This design comes from an exercise in tuning for small area on the open sky130 flow, not from production work.
Where RTL was checked, it was by simulation tests only, not by an equivalence proof against the original.
Only the layout flow was run in runs 1 and 2; the RTL was not checked for function there.
Power is estimated from default activity; no workload was simulated.

$ cat design/flow/run.sh
#!/bin/bash
# synth_recipe.tcl (not shown) runs the flow's synth.tcl, then flattens the netlist and writes it again
# the make line also repeats each setting of config.mk as NAME=value (left out here)
make -C /OpenROAD-flow-scripts/flow DESIGN_CONFIG=/design/flow/config.mk WORK_HOME=/design/flow/orfs CLKGATE_MAP_FILE= SYNTH_SCRIPT=/design/flow/synth_recipe.tcl finish
$ cat design/flow/constraint.sdc
create_clock -name core_clock -period 8.0 [get_ports {clk}]
set_input_delay 1.6000 -clock core_clock [delete_from_list [all_inputs] [get_ports {clk}]]
set_output_delay 1.6000 -clock core_clock [all_outputs]
set_load 0.01 [all_outputs]
$ cat design/flow/design.v
module rlc_decoder (
    input  wire        clk,
    input  wire        rst,           
    input  wire        arm,
    input  wire [5:0]  cfg_dw,        
    input  wire [4:0]  cfg_c,         
    input  wire [15:0] cfg_limit,     
    input  wire [6:0]  cfg_ratio,     
    output wire        idle,
    input  wire        rx_valid,
    input  wire [7:0]  rx_data,
    output wire        rx_ready,
    output wire        out_valid,
    input  wire        out_ready,
    output wire [31:0] out_data,
    output wire        out_pre,
    output wire        done,
    output wire        done_err,
    output wire [31:0] total_samples,
    output wire [31:0] delay_value
);
    localparam S_IDLE  = 3'd0;
    localparam S_MUL   = 3'd1;
    localparam S_SHIFT = 3'd2;
    localparam S_DROP  = 3'd3;
    localparam S_OUT   = 3'd4;
    localparam S_DONE  = 3'd6;
    localparam S_ERR   = 3'd7;
    reg  [2:0]  state;
    reg  [2:0]  k;           
    reg  [4:0]  c;           
    reg  [1:0]  d1;          
    reg         drop;        
    reg  [15:0] a;           
    reg  [22:0] e;           
    reg  [47:0] x;           
    reg  [31:0] total_r;
    reg  [31:0] delay_r;
    wire cfg_ok = (cfg_dw != 6'd0) && (cfg_dw <= 6'd32) && (cfg_c <= 5'd16) &&
                  (cfg_limit != 16'd0) && (cfg_ratio <= 7'd100);
    wire [5:0] dwm1 = cfg_dw - 6'd1;
    wire [3:0] drop_sum = {1'b0, dwm1[2:0]} + {1'b0, cfg_c[2:0]};
    wire [2:0]  clo = c[2:0];
    wire [15:0] rr  = {rx_data, rx_data} >> clo;
    wire [7:0]  r   = rr[7:0];                           
    wire [7:0]  lm  = 8'hFF >> clo;                      
    wire        k_neg     = k[2];
    wire        is_byte   = k_neg | (k[1:0] <= d1);
    wire        last_byte = !k_neg && (k[1:0] == d1);
    wire        last_step = (k == 3'd3);
    wire [7:0]  hm  = ~lm & {8{rx_ready}};
    wire [7:0]  m   = (r & hm) | (x[47:40] & ~hm);
    wire [15:0] th;
    genvar gi;
    generate
        for (gi = 0; gi < 16; gi = gi + 1) begin : g_th
            assign th[gi] = ({1'b0, c} + 6'd1 + gi) > 6'd16;    
        end
    endgenerate
    wire [15:0] code   = x[15:0] & th;
    wire [15:0] below;   
    assign below[0] = 1'b1;
    generate
        for (gi = 1; gi < 16; gi = gi + 1) begin : g_bl
            assign below[gi] = below[gi-1] & !code[gi-1];
        end
    endgenerate
    wire        last_rep = !(|code);
    wire [15:0] code_dec = code ^ (th & below);
    wire        pre   = (e >= 23'd100);
    wire        mul   = (state == S_MUL);
    wire        take  = rx_valid && rx_ready;
    wire        fire  = out_valid && out_ready;
    wire        s_end = fire && last_rep;                
    wire        a_dn  = (mul && (k == 3'd0)) || s_end;
    wire [15:0] a_nx  = a - {15'd0, a_dn};
    wire [22:0] add_a = mul ? {e[21:0], 1'b0} : e;
    wire [22:0] add_b = mul ? (e[22] ? {7'd0, a} : 23'd0)
                            : ((s_end && pre) ? 23'h7FFF9C : 23'd0);
    wire [22:0] add_s = add_a + add_b;
    wire [31:0] tot_nx = idle ? 32'd0 : (total_r + {31'd0, fire});
    assign idle          = (state == S_IDLE);
    assign rx_ready      = (state == S_DROP) || ((state == S_SHIFT) && is_byte);
    assign out_valid     = (state == S_OUT);
    assign out_data      = x[47:16];
    assign out_pre       = pre;
    assign done          = (state == S_DONE) || (state == S_ERR);
    assign done_err      = (state == S_ERR);
    assign total_samples = total_r;
    assign delay_value   = delay_r;
    always @(posedge clk) begin
        if (rst) begin
            state <= S_IDLE;
        end else begin
            case (state)
                S_IDLE: if (arm) state <= cfg_ok ? S_MUL : S_ERR;
                S_MUL:  if (k == 3'd7) state <= S_SHIFT;
                S_SHIFT: begin
                    if (!is_byte || rx_valid) begin
                        if (last_byte && drop)
                            state <= S_DROP;
                        else if (last_step)
                            state <= S_OUT;
                    end
                end
                S_DROP: if (rx_valid) state <= (d1 == 2'd3) ? S_OUT : S_SHIFT;
                S_OUT: begin
                    if (out_ready && last_rep)
                        state <= (a == 16'd0) ? S_DONE : S_SHIFT;
                end
                default: state <= S_IDLE;
            endcase
        end
    end
    always @(posedge clk) begin
        a       <= idle ? cfg_limit : a_nx;
        e       <= idle ? {1'b0, cfg_ratio, 15'd0} : add_s;
        total_r <= tot_nx;
        if (idle || (fire && pre))
            delay_r <= tot_nx;
        if (idle) begin
            c    <= cfg_c;
            d1   <= dwm1[4:3];
            drop <= drop_sum[3];
        end
        case (state)
            S_IDLE: k <= 3'd0;
            S_MUL:  k <= (k == 3'd7) ? {1'b0, 2'd0} - {1'b0, c[4:3]} : k + 3'd1;
            S_SHIFT: begin
                if (!is_byte || rx_valid) begin
                    x <= {r & lm & {8{is_byte}}, m, x[39:8]};
                    k <= k + 3'd1;
                end
            end
            S_DROP: begin
                if (rx_valid)
                    x[47:40] <= m;
            end
            S_OUT: begin
                if (out_ready) begin
                    if (last_rep)
                        k <= {1'b0, 2'd0} - {1'b0, c[4:3]};
                    else
                        x[15:0] <= code_dec;
                end
            end
            default: ;
        endcase
    end
endmodule
$ cat design/flow/config.mk
export PLATFORM = sky130hd
export DESIGN_NAME = rlc_decoder
export DESIGN_NICKNAME = rlc_decoder
export VERILOG_FILES = /design/flow/design.v
export SDC_FILE = /design/flow/constraint.sdc
export NUM_CORES = 4
export LEC_CHECK = 0
export CAP_MARGIN = 20
export CORE_MARGIN = 2
export CORE_UTILIZATION = 40
export SLEW_MARGIN = 20
==> impl_metrics.csv, run 1 <==
group,metric,value,unit
timing,rsz0062_at_grt,"false",
die,die_x,160.0,µm
worst_setup_path,path_cells,"ha_1 -> inv_1 -> ha_1 -> nand3b_1 -> a211o_1 -> o211ai_1 -> o221ai_1 -> a221oi_2 -> nor4b_4 -> nand4_2 -> nand2_1 -> ha_1 -> a211o_1 -> a21oi_1 -> o21ai_1 -> a41o_1 -> a41oi_1 -> o21ai_1 -> or4_1 -> and3_1 -> mux2_4",
cts,numCtsBuffers,17,
yosys,synth.distinct_cells,81,
finish,layout-drive-gt1-share,8.457,%
cts,h-tree-depth,4,
die,start_util,40.40,%
worst_setup_path,worst-r2r-cell-count,21,
placed_design,dp_hpwl,18820,µm
route,wl_per_cell,17.32,µm
cts,clock_path_buffers,2,
placed_design,gp_congestion,0.9053,
timing,slew_violations,0,
worst_setup_path,reg2reg_to,"e[22]",
global_routing,met3_usage,4.649,%
die,io_pins,149,
yosys,synth_nets,1118,
global_routing,groute.layer.met2.usage,32.92,%
timing,finalCritPeriodShare,83.32,%
global_routing,grt_pass1_vias,7567,
worst_setup_path,worstSetupStartpoint,"c[1]",
timing,timing.hold.ws,0.4559,ns
global_routing,grt_pass1_wl,40410,µm
timing,tns,0,ns
yosys,synth_compound_area_share,13.47,%
route,drc,0,
yosys,synthFlopType,"edfxtp_1",
die,core,24110,µm²
worst_setup_path,critPathMaxFanout,16,
timing,finalCriticalPeriod,6.665,ns
route,num_vias,7744,
route,drt_iter0_drc,454,
route,ant_nets,0,
global_routing,grt_max_degree,88,
worst_setup_path,critPathCaptureType,"flip-flop",
cts,clkLatencyLatePin,0.44,ns
route,wl,25480,µm
cts,cts_root_buf,"clkbuf_16",
global_routing,antenna_found_initial,0,
finish,area_delta_synth_final,22.52,%
finish,finalNetCount,1225,
min_path,worstHoldStart,"x[30]",
finish,multi_input_comb_area,4982,µm²
yosys,synth.mux.area_fraction,5.396,%
flow_run,timing.max_cap.violations,0,
die,rows,57,
pwr,leakagePower,4.624,nW
timing,worst_clock_skew,0.01601,ns
worst_setup_path,cp.required,8.32,ns
cts,cts_hold_buf,0,
pwr,ir_worst_vdd,0.0001647,V
route,avgViaCountPerCell,5.264,
cts,clock-sinks,165,
yosys,synthSimpleGateAreaFrac,18.89,%
finish,seq_area,4214,µm²
yosys,synthArstFlopShare,0,%
timing,setup_viol,0,
yosys,seq_area_frac_synth,43.27,%
yosys,syn-instance-count,1027,
global_routing,grt.busiest_layer,"met2",
min_path,hold_path.class,"flip-flop to flip-flop",
placed_design,numPortBuffers,148,
cts,post_cts_resized,0,
finish,n_fill_cell,2320,
worst_setup_path,critPathMaxStageDelay,0.64,ns
cts,clk_pin_slew_worst_paths,0.08,ns
worst_setup_path,crit_path_end,"e[22]",
yosys,synth_xor_area_share,7.619,%
worst_setup_path,cp_slowest_cell,"edfxtp_1",
finish,antenna_cells,0,
worst_setup_path,arrival,6.99,ns
global_routing,track_usage,19.93,%
worst_setup_path,critPathMostFrequentCell,"ha_1",
worst_setup_path,r2r_slack,1.33,ns
placed_design,dp_slack,1.363,ns
yosys,synthAdderAreaFrac,5.730,%
cts,cts_setup_buffers,0,
timing,worst_slack,1.335,ns
yosys,synth_top_family_by_area,"simple AND/OR/NAND/NOR gates",
placed_design,post-place-cells,1439,
status,status,"timing/DRC/antenna clean",
yosys,yosysWarnings,1,
yosys,ys_seq_elements,165,
die,dieHeight,160.0,µm
yosys,avgSynthCellArea,9.482,µm²
worst_setup_path,r2r-start,"c[1]",
route,dr.pass1.iters,5,
worst_setup_path,cp-start-kind,"flip-flop",
pwr,power.density,361.6,nW/µm²
worst_setup_path,worst-setup-path-type,"flip-flop to flip-flop",
timing,worstMarginPinSlew,0.9656,ns
timing,max_freq,150.0,MHz
yosys,synth_edf_count,91,
timing,finalHoldViolCount,0,
timing,relSlewSlack,35.63,%
global_routing,grtUsageMet1,26.10,%
global_routing,overflow,0,
finish,final_cells,1471,
finish,fin_util,49.50,%
yosys,syn_area,9738,µm²
die,die_area,25610,µm²
cts,cts_tree,"built",
worst min-delay path by stage:
stage,end,slack [ns],cells after the start
final,x[22],0.46,0
after global placement,x[25],0.43,0
after CTS,x[22],0.46,0
after floorplan,x[16],0.43,0
after detailed placement,x[22],0.44,0
after global routing,x[22],0.46,0
state kept, by name, summed over array words and instances, names as in the netlist, named ones only:
register and flops:
x 48, delay_r 32, total_r 32, e 22
a 16, c 5, k 3, state 3
d1 2, drop 1
final cells by class:
class / instances / area share [%]
Clock inverter: 15 / 1.783
Sequential cell: 165 / 35.32
Tap cell: 324 / 3.398
Inverter: 40 / 1.258
Multi-Input combinational cell: 754 / 41.76
Clock buffer: 17 / 3.565
Timing Repair Buffer: 156 / 12.92
kinds of logic after synthesis:
group           after synthesis
fa+ha+maj                    44
buf+inv                     108
other cells                   1
xor+xnor                     83
flops                       165
mux                          39
simple gates                388
compound gates              199
per-layer routing:
layer / vias to the layer above / wire (µm)
met5: - / 0
met4: 0 / 446
met3: 30 / 1280
met2: 185 / 12250
met1: 3660 / 11500
li1: 3869 / -
where the power goes:
part	internal [mW]	switching [mW]	total, mW	leakage, nW
Sequential	1.23	0.229	1.46	1.50
Clock	0.438	0.436	0.874	0.307
Combinational	0.832	1.15	1.98	2.82
Total	2.50	1.82	4.31	4.62
stage by stage:
stage / power (mW) / instance area, µm²
2_1_floorplan: 2.819 / 9738
3_3_place_gp: 3.440 / 11290
3_5_place_dp: 3.451 / 11290
4_1_cts: 4.349 / 11930
5_1_grt: 4.616 / 11930
6_report: 4.315 / 11930
placed cells by master, fill, tap and decap left out, types with 6 or more instances in the layout:
cell             synthesis  final
nand3_1                 38     38
nor3_1                  16     16
ha_1                    43     43
xnor2_1                 43     43
nor2_1                  96     95
nor4_1                  11     11
and2_1                  13     13
o22ai_1                  6      6
inv_1                   37     37
nand4_1                  8      8
dfxtp_1                 74     74
mux2i_1                  6      6
nand2_1                137    137
a21o_1                   8      8
nand2b_1                 7      7
edfxtp_1                91     91
clkdlybuf4s50_1          0    148
buf_4                   36      8
mux2_2                  24     24
a31oi_1                  9      9
a21oi_1                 53     53
mux4_2                   8      8
nor2b_1                 13     13
xor2_1                  38     38
and3_1                  19     19
o31ai_1                  9      9
clkbuf_16                0     17
o21ai_0                 48     48
worst max-delay path: cells and delay by family, from the launching register on:
kind	cells	cell delay (ns)
compound gates	10	2.29
simple gates	6	1.87
fa+ha+maj	3	1.38
flops	1	0.64
mux	1	0.26
buf+inv	1	0.11
Yosys cell counts, types with 6 or more instances:
cell      instances  area share (%)
nand2_1         137             5.3
nor2_1           96             3.7
edfxtp_1         91              28
dfxtp_1          74              15
a21oi_1          53             2.7
o21ai_0          48             2.5
ha_1             43             5.5
xnor2_1          43             3.9
nand3_1          38             2.0
xor2_1           38             3.4
inv_1            37             1.4
buf_4            36             2.8
clkbuf_1         26             1.0
mux2_2           24             2.8
and3_1           19             1.2
nor3_1           16            0.82
and2_1           13            0.84
nor2b_1          13            0.84
nor4_1           11            0.71
a31oi_1           9            0.58
o31ai_1           9            0.69
a21o_1            8            0.62
mux4_2            8             1.9
nand4_1           8            0.51
nand2b_1          7            0.45
mux2i_1           6            0.62
o22ai_1           6            0.39
==> inputs of run 2 (changes only) <==
==> design/flow/flow/run.sh (new file) <==
#!/bin/bash
# The standard layout, with the port buffers made from the smallest buffer cell.
set -euo pipefail
export BUFFER_PORTS_ARGS="-buffer_cell sky130_fd_sc_hd__buf_1"
bash standard.sh > standard.log 2>&1
==> design/flow/standard.sh (new file) <==
#!/bin/bash
# synth_recipe.tcl (not shown) runs the flow's synth.tcl, then flattens the netlist and writes it again
# the make line also repeats each setting of config.mk as NAME=value (left out here)
make -C /OpenROAD-flow-scripts/flow DESIGN_CONFIG=/design/flow/config.mk WORK_HOME=/design/flow/orfs CLKGATE_MAP_FILE= SYNTH_SCRIPT=/design/flow/synth_recipe.tcl "${@:-finish}"
removed: design/flow/run.sh
==> run 2 against run 1 <==
Effect of this change: sequential power hardly changed; synthesized cell count stayed put; register-to-register slack worse by 0.04 ns; synthesized area stayed put; global-route usage is 1.0 points lower; non-clock buffer count is 2 higher; combinational power is 8% lower; sequential share of layout area is 2.9 points higher; worst setup slack worse by 0.036 ns; design area is 7.6% lower; wire length is 4.1% lower; clock skew is 0.00058 ns lower; critical endpoint unchanged.
==> impl_metrics.csv, run 2 <==
group,metric,value,unit
yosys,synth_top_cell_by_area,"edfxtp_1",
cts,clock-sinks,165,
finish,multi_input_comb_area,4982,µm²
finish,finalNetCount,1227,
yosys,yosys-top-cells-area,"edfxtp_1, dfxtp_1, ha_1",
timing,slew_violations,0,
route,wl_per_cell,16.59,µm
finish,fin_util,45.71,%
route,ant_nets,0,
cts,cts_root_buf,"clkbuf_16",
cts,cts_tree,"built",
timing,relSlewSlack,35.09,%
route,num_vias,7756,
timing,timing.hold.ws,0.4439,ns
timing,worstMarginPinSlew,0.9634,ns
finish,final_cell_mix,"buf_1, nand2_1, nor2_1, edfxtp_1, dfxtp_1",
finish,seq_area,4214,µm²
finish,antenna_cells,0,
yosys,avgSynthCellArea,9.482,µm²
timing,tns,0,ns
cts,cts_hold_buf,0,
worst_setup_path,worst-setup-path-type,"flip-flop to flip-flop",
placed_design,dp_hpwl,18020,µm
die,die_x,160.0,µm
route,dr.pass1.iters,5,
timing,max_freq,149.2,MHz
yosys,synth_edf_count,91,
route,drc,0,
timing,worst_slack,1.299,ns
yosys,synth_nets,1118,
die,rows,57,
placed_design,numPortBuffers,148,
pwr,power.density,376.0,nW/µm²
timing,finalCritPeriodShare,83.76,%
yosys,syn_area,9738,µm²
timing,finalHoldViolCount,0,
global_routing,track_usage,18.92,%
worst_setup_path,worst-r2r-cell-count,21,
global_routing,overflow,0,
worst_setup_path,arrival,7.03,ns
placed_design,dp_slack,1.363,ns
yosys,synthArstFlopShare,0,%
route,drt_iter0_drc,476,
timing,worst_clock_skew,0.01543,ns
worst_setup_path,cp-start-kind,"flip-flop",
yosys,yosysTopAreaCellShare,28.06,%
route,wl,24430,µm
finish,largest-register,"x",
timing,finalCriticalPeriod,6.701,ns
cts,clock_path_buffers,2,
cts,post_cts_resized,0,
yosys,synthFlopType,"edfxtp_1",
cts,cts_setup_buffers,0,
die,dieHeight,160.0,µm
timing,setup_viol,0,
yosys,synth_top_cells_by_count,"nand2_1, nor2_1, edfxtp_1, dfxtp_1, a21oi_1",
min_path,hold_path.class,"flip-flop to flip-flop",
global_routing,grt_pass1_vias,7292,
die,io_pins,149,
placed_design,gp_congestion,0.8562,
pwr,ir_worst_vdd,0.0001679,V
die,die_area,25610,µm²
status,status,"timing/DRC/antenna clean",
global_routing,grt_max_degree,88,
global_routing,grt_pass1_wl,38560,µm
finish,n_fill_cell,2412,
finish,final_common_cell,"buf_1",
pwr,leakagePower,4.254,nW
flow_run,timing.max_cap.violations,0,
yosys,synth.distinct_cells,81,
cts,h-tree-depth,4,
finish,area_delta_synth_final,13.16,%
cts,clkLatencyLatePin,0.43,ns
finish,layout-drive-gt1-share,8.616,%
die,core,24110,µm²
timing,rsz0062_at_grt,"false",
min_path,whs_path_depth,0,
worst_setup_path,critPathCaptureType,"flip-flop",
yosys,yosysWarnings,1,
yosys,syn-instance-count,1027,
finish,largest_reg_flops,48,
die,start_util,40.40,%
yosys,ys_seq_elements,165,
yosys,seq_area_frac_synth,43.27,%
yosys,synth_most_common_cell,"nand2_1",
global_routing,antenna_found_initial,0,
finish,reg.largest.list,"x (48), delay_r (32), total_r (32)",
cts,numCtsBuffers,17,
worst_setup_path,critPathMaxFanout,16,
cts,clk_pin_slew_worst_paths,0.08,ns
route,avgViaCountPerCell,5.265,
worst_setup_path,cp.required,8.33,ns
==> run 2: cell types whose count changed in the layout (fill, tap and decap cells not counted), sizes merged <==
cell,before,now
buf,8,158
clkdlybuf4s50,148,0
inv,48,47
clkinv,7,8
==> run 2: final cells by class <==
cell class	count	share of cell area (%)
clock buffers	17	3.861
repair buffers	158	5.723
inverters	40	1.363
well taps	324	3.679
clock inverters	15	1.919
flip-flops and latches	165	38.24
multi-input cells	754	45.21
==> run 2: worst paths after layout <==
check                           start  endpoint  slack [ns]
worst max register to register   c[1]     e[22]        1.30
worst min register to register  x[35]     x[27]        0.44
worst min-delay path            x[35]     x[27]        0.44
worst max-delay path             c[1]     e[22]        1.30
==> run 2: cell families after synthesis <==
group           Yosys count  share of synthesized area [%]
compound gates          199                          13.47
xor+xnor                 83                          7.619
fa+ha+maj                44                          5.730
buf+inv                 108                          5.589
flops                   165                          43.27
mux                      39                          5.396
other cells               1                        0.03851
simple gates            388                          18.89
==> run 2: per-stage QoR <==
step / cell area [µm²] / total power, mW / instances
global route: 11020 / 4.435 / 1473
detailed placement: 10380 / 3.282 / 1441
CTS: 11020 / 4.165 / 1473
floorplan: 9738 / 2.819 / 1027
finish: 11020 / 4.143 / 1473
global placement: 10380 / 3.274 / 1441
==> run 2: power by group <==
group          leakage (nW)  switching (mW)  total, mW  internal, mW
clock                 0.305           0.433      0.870         0.436
combinational          2.45            1.14       1.82         0.679
sequential             1.50           0.229       1.46          1.23
total                  4.25            1.80       4.14          2.34
==> run 2: critical path: stages (launching register included) <==
cell	delay, ns
edfxtp_1	0.64
ha_1	0.46
inv_1	0.11
ha_1	0.49
nor2b_1	0.27
o211ai_1	0.19
a22oi_1	0.28
o221ai_1	0.22
a221oi_2	0.39
nor4b_4	0.49
nand4_2	0.41
nand2_1	0.19
ha_1	0.29
a211o_1	0.32
a21oi_1	0.16
o21ai_1	0.13
a41o_1	0.28
a41oi_1	0.28
o21ai_1	0.13
or4_1	0.43
and3_1	0.18
mux2_4	0.26
==> run 2: per-layer routing <==
metal	up-vias	global-route usage (%)	part of all wire, %
met3	31	4.494	5.9
li1	3887	-	-
met4	0	6.757	2.3
met2	246	29.71	46
met1	3592	25.60	46
met5	-	0	0
==> inputs of run 3 (changes only) <==
--- a/design/flow/design.v
+++ b/design/flow/design.v
@@ -68,17 +68,14 @@
     wire        last_rep = !(|code);
     wire [15:0] code_dec = code ^ (th & below);
     wire        pre   = (e >= 23'd100);
+    wire [15:0] a_dec = a - 16'd1;
     wire        mul   = (state == S_MUL);
-    wire        take  = rx_valid && rx_ready;
-    wire        fire  = out_valid && out_ready;
-    wire        s_end = fire && last_rep;                
-    wire        a_dn  = (mul && (k == 3'd0)) || s_end;
-    wire [15:0] a_nx  = a - {15'd0, a_dn};
     wire [22:0] add_a = mul ? {e[21:0], 1'b0} : e;
-    wire [22:0] add_b = mul ? (e[22] ? {7'd0, a} : 23'd0)
-                            : ((s_end && pre) ? 23'h7FFF9C : 23'd0);
+    wire [22:0] add_b = mul ? (e[22] ? {7'd0, a_dec} : 23'd0) : 23'h7FFF9C;
     wire [22:0] add_s = add_a + add_b;
-    wire [31:0] tot_nx = idle ? 32'd0 : (total_r + {31'd0, fire});
+    wire take  = rx_valid && rx_ready;
+    wire fire  = out_valid && out_ready;
+    wire [31:0] tot_inc = total_r + 32'd1;
     assign idle          = (state == S_IDLE);
     assign rx_ready      = (state == S_DROP) || ((state == S_SHIFT) && is_byte);
     assign out_valid     = (state == S_OUT);
@@ -94,7 +91,7 @@
         end else begin
             case (state)
                 S_IDLE: if (arm) state <= cfg_ok ? S_MUL : S_ERR;
-                S_MUL:  if (k == 3'd7) state <= S_SHIFT;
+                S_MUL:  if (k == 3'd6) state <= S_SHIFT;
                 S_SHIFT: begin
                     if (!is_byte || rx_valid) begin
                         if (last_byte && drop)
@@ -106,26 +103,30 @@
                 S_DROP: if (rx_valid) state <= (d1 == 2'd3) ? S_OUT : S_SHIFT;
                 S_OUT: begin
                     if (out_ready && last_rep)
-                        state <= (a == 16'd0) ? S_DONE : S_SHIFT;
+                        state <= (a == 16'd1) ? S_DONE : S_SHIFT;
                 end
                 default: state <= S_IDLE;
             endcase
         end
     end
     always @(posedge clk) begin
-        a       <= idle ? cfg_limit : a_nx;
-        e       <= idle ? {1'b0, cfg_ratio, 15'd0} : add_s;
-        total_r <= tot_nx;
-        if (idle || (fire && pre))
-            delay_r <= tot_nx;
-        if (idle) begin
-            c    <= cfg_c;
-            d1   <= dwm1[4:3];
-            drop <= drop_sum[3];
-        end
         case (state)
-            S_IDLE: k <= 3'd0;
-            S_MUL:  k <= (k == 3'd7) ? {1'b0, 2'd0} - {1'b0, c[4:3]} : k + 3'd1;
+            S_IDLE: begin
+                if (arm) begin
+                    c       <= cfg_c;
+                    d1      <= dwm1[4:3];
+                    drop    <= drop_sum[3];
+                    a       <= cfg_limit;
+                    e       <= {cfg_ratio, 16'd0};
+                    k       <= 3'd0;
+                    total_r <= 32'd0;
+                    delay_r <= 32'd0;
+                end
+            end
+            S_MUL: begin
+                e <= add_s;
+                k <= (k == 3'd6) ? {1'b0, 2'd0} - {1'b0, c[4:3]} : k + 3'd1;
+            end
             S_SHIFT: begin
                 if (!is_byte || rx_valid) begin
                     x <= {r & lm & {8{is_byte}}, m, x[39:8]};
@@ -138,10 +139,17 @@
             end
             S_OUT: begin
                 if (out_ready) begin
-                    if (last_rep)
+                    total_r <= tot_inc;
+                    if (pre)
+                        delay_r <= tot_inc;
+                    if (last_rep) begin
+                        a <= a_dec;
+                        if (pre)
+                            e <= add_s;
                         k <= {1'b0, 2'd0} - {1'b0, c[4:3]};
-                    else
+                    end else begin
                         x[15:0] <= code_dec;
+                    end
                 end
             end
             default: ;
==> design/flow/run.sh (new file) <==
#!/bin/bash
# synth_recipe.tcl (not shown) runs the flow's synth.tcl, then flattens the netlist and writes it again
# the make line also repeats each setting of config.mk as NAME=value (left out here)
make -C /OpenROAD-flow-scripts/flow DESIGN_CONFIG=/design/flow/config.mk WORK_HOME=/design/flow/orfs CLKGATE_MAP_FILE= SYNTH_SCRIPT=/design/flow/synth_recipe.tcl finish
removed: design/flow/flow/run.sh
removed: design/flow/standard.sh
==> run 3 against run 2 <==
Effect of this change: still clean on timing, DRC and antenna; synthesized area rose by 7.3%; clock skew fell by 0.00094 ns; via count rose by 5.6%; sequential share of layout area rose by 0.67 points; die area rose by 7.1%; fmax rose by 25%; non-clock buffer count did not move; register-to-register slack improved by 1.3 ns; critical endpoint is now e[6].
==> impl_metrics.csv, run 3 <==
group,metric,value,unit
route,ant_nets,0,
yosys,synthFlopType,"edfxtp_1",
timing,max_freq,186.8,MHz
cts,clock_path_buffers,2,
timing,tns,0,ns
route,num_vias,8192,
cts,clock-sinks,165,
placed_design,dp_hpwl,19730,µm
finish,antenna_cells,0,
yosys,yosys-top-cells-area,"edfxtp_1, nand2_1, ha_1",
yosys,synthArstFlopShare,0,%
yosys,yosysTopAreaCellShare,46.55,%
status,status,"timing/DRC/antenna clean",
timing,worstMarginPinSlew,1.024,ns
cts,clkLatencyLatePin,0.43,ns
finish,final_cells,1504,
flow_run,timing.max_cap.violations,0,
global_routing,grt_pass1_vias,7979,
die,start_util,40.45,%
cts,cts_tree,"built",
timing,finalCriticalPeriod,5.354,ns
yosys,yosysWarnings,1,
worst_setup_path,cp.required,8.14,ns
yosys,synth.distinct_cells,82,
finish,reg.largest.list,"x (48), delay_r (32), total_r (32)",
worst_setup_path,critPathCaptureType,"flip-flop",
worst_setup_path,critPathMaxFanout,27,
finish,finalNetCount,1240,
timing,finalHoldViolCount,0,
finish,final_common_cell,"edfxtp_1",
route,dr.pass1.iters,5,
worst_setup_path,cp-start-kind,"flip-flop",
yosys,synth_edf_count,162,
yosys,seq_area_frac_synth,47.12,%
yosys,syn-instance-count,1056,
route,drc,0,
cts,numCtsBuffers,17,
timing,rsz0062_at_grt,"false",
yosys,avgSynthCellArea,9.897,µm²
die,die_x,165.6,µm
global_routing,grt_max_degree,85,
min_path,hold_path.class,"flip-flop to flip-flop",
global_routing,grt_pass1_wl,43430,µm
cts,h-tree-depth,4,
die,core,25840,µm²
die,dieHeight,165.6,µm
global_routing,antenna_found_initial,0,
route,drt_iter0_drc,559,
cts,cts_root_buf,"clkbuf_16",
yosys,ys_seq_elements,165,
finish,seq_area,4925,µm²
yosys,synth_top_cells_by_count,"edfxtp_1, nand2_1, nor2_1, o21ai_0, a21oi_1",
yosys,synth_most_common_cell,"edfxtp_1",
timing,worst_clock_skew,0.01449,ns
worst_setup_path,worst-setup-path-type,"flip-flop to flip-flop",
worst_setup_path,arrival,5.49,ns
timing,relSlewSlack,31.76,%
route,avgViaCountPerCell,5.447,
yosys,syn_area,10450,µm²
die,die_area,27440,µm²
finish,final_cell_mix,"edfxtp_1, nand2_1, clkdlybuf4s50_1, nor2_1, o21ai_0",
finish,largest_reg_flops,48,
cts,post_cts_resized,0,
yosys,synth_top_cell_by_area,"edfxtp_1",
timing,finalCritPeriodShare,66.92,%
pwr,ir_worst_vdd,0.0001697,V
worst_setup_path,critPathBufInv,2,
die,io_pins,149,
finish,multi_input_comb_area,4971,µm²
finish,area_delta_synth_final,21.08,%
finish,layout-drive-gt1-share,6.416,%
placed_design,post-place-cells,1471,
route,wl_per_cell,17.79,µm
timing,slew_violations,0,
finish,largest-register,"x",
finish,n_fill_cell,2466,
placed_design,gp_congestion,0.8726,
cts,clk_pin_slew_worst_paths,0.08,ns
route,wl,26760,µm
worst_setup_path,path_cells,"ha_1 -> inv_1 -> ha_1 -> or3_1 -> a211o_1 -> a31oi_1 -> o211ai_1 -> a221o_2 -> nor4_4 -> nand2_2 -> o32ai_4 -> buf_6",
worst_setup_path,cp_slowest_cell,"edfxtp_1",
cts,cts_setup_buffers,0,
worst_setup_path,critPathMostFrequentCell,"ha_1",
placed_design,numPortBuffers,148,
global_routing,track_usage,19.61,%
die,rows,59,
worst_setup_path,critPathMaxStageDelay,1.03,ns
pwr,leakagePower,4.598,nW
global_routing,overflow,0,
pwr,power.density,420.1,nW/µm²
worst_setup_path,cpLargestDelayFamily,"compound AO/OA/AOI/OAI gates",
timing,setup_viol,0,
cts,cts_hold_buf,0,
yosys,synth_nets,1140,
-- run 3: cell type report --
cell class,instances,area share [%]
clock buffer,17,3.362
inverter,39,1.157
timing repair buffer,158,12.33
clock inverter,15,1.641
sequential,165,38.92
tap,335,3.312
multi-input combinational,775,39.28
-- run 3: power by group --
group | switching, mW | internal (mW) | leakage [nW]
Clock | 0.402 | 0.456 | 0.306
Sequential | 0.345 | 1.47 | 1.58
Combinational | 1.51 | 1.13 | 2.71
-- run 3: worst register-to-register path, delay by kind of cell, from the launching register on --
| family | cells | cell delay [ns] |
|---|---|---|
| adders and majority gates | 2 | 0.90 |
| AOI/OAI and AO/OA | 5 | 1.63 |
| and+or+nand+nor | 3 | 1.17 |
| DFF | 1 | 1.03 |
| buffers and inverters | 2 | 0.32 |
-- run 3: worst paths after layout --
check             slack, ns  endpoint  depth (start not counted)   from
setup / recovery       2.65      e[6]                         12   c[0]
hold / removal         0.45     x[28]                          0  x[36]
setup reg to reg       2.65      e[6]                         12   c[0]
hold reg to reg        0.45     x[28]                          0  x[36]
-- run 3: metal layers --
layer | share of wire, % | wire length, µm | track usage (%)
met5 | 0 | 0 | 0
met4 | 1.6 | 425 | 5.217
met3 | 4.6 | 1222 | 3.465
met2 | 46 | 12400 | 31.21
met1 | 48 | 12720 | 27.73
-- run 3: logic make-up (layout without fill, tap and decap cells) --
family | after synthesis | in the layout | share of synthesized area, %
AO/OA/AOI/OAI | 218 | 218 | 13.77
XOR/XNOR | 80 | 80 | 7.087
adder cells (fa/ha/maj) | 37 | 37 | 4.501
buffers and inverters | 116 | 229 | 5.639
flip-flops | 165 | 165 | 47.12
multiplexers | 20 | 20 | 2.921
other | 1 | 1 | 0.03588
AND/OR/NAND/NOR | 419 | 419 | 18.93
-- run 3: per-stage QoR --
stage	instance area, µm²	power (mW)	worst slack (ns)	utilization [%]	hold slack, ns
after CTS	12640	5.335	2.644	48.93	0.4529
final	12650	5.316	2.646	48.98	0.4479
after global routing	12650	5.717	2.283	48.98	0.4565
after floorplan	10450	3.553	3.012	-	0.4277
after global placement	12010	4.442	2.771	46.48	0.4307
after detailed placement	12010	4.453	2.665	46.48	0.4305

## separate check: timing with driven ports
Ports are ideal in the flow. The routed layouts listed here were re-timed in OpenROAD. Step 1 assumes that a clkbuf_16 drives the clock port and a buf_2 every other input. Step 2 adds t to the input delays and takes it off the output delays; t is the mean of the earliest and latest rising clock arrival at the registers after step 1. Input paths then give back, and output paths get back, about the clock's delay inside the block. a / b / c = ideal ports / drivers / drivers and shift; a / b = the first two.
run | shift t [ns] | slack for setup (ns) | clock arrival spread, ns | slew at the worst register clock pin (ns) | worst slew at a driven data input, ns
run 1 | 0.482 | 1.335 / 1.335 / 1.335 | 0.019 / 0.019 | 0.08 / 0.08 | 0.06
run 2 | 0.476 | 1.299 / 1.299 / 1.299 | 0.021 / 0.021 | 0.09 / 0.09 | 0.07
run 3 | 0.470 | 2.646 / 2.646 / 2.646 | 0.016 / 0.017 | 0.08 / 0.08 | 0.10
After both steps every run listed still meets setup and hold.
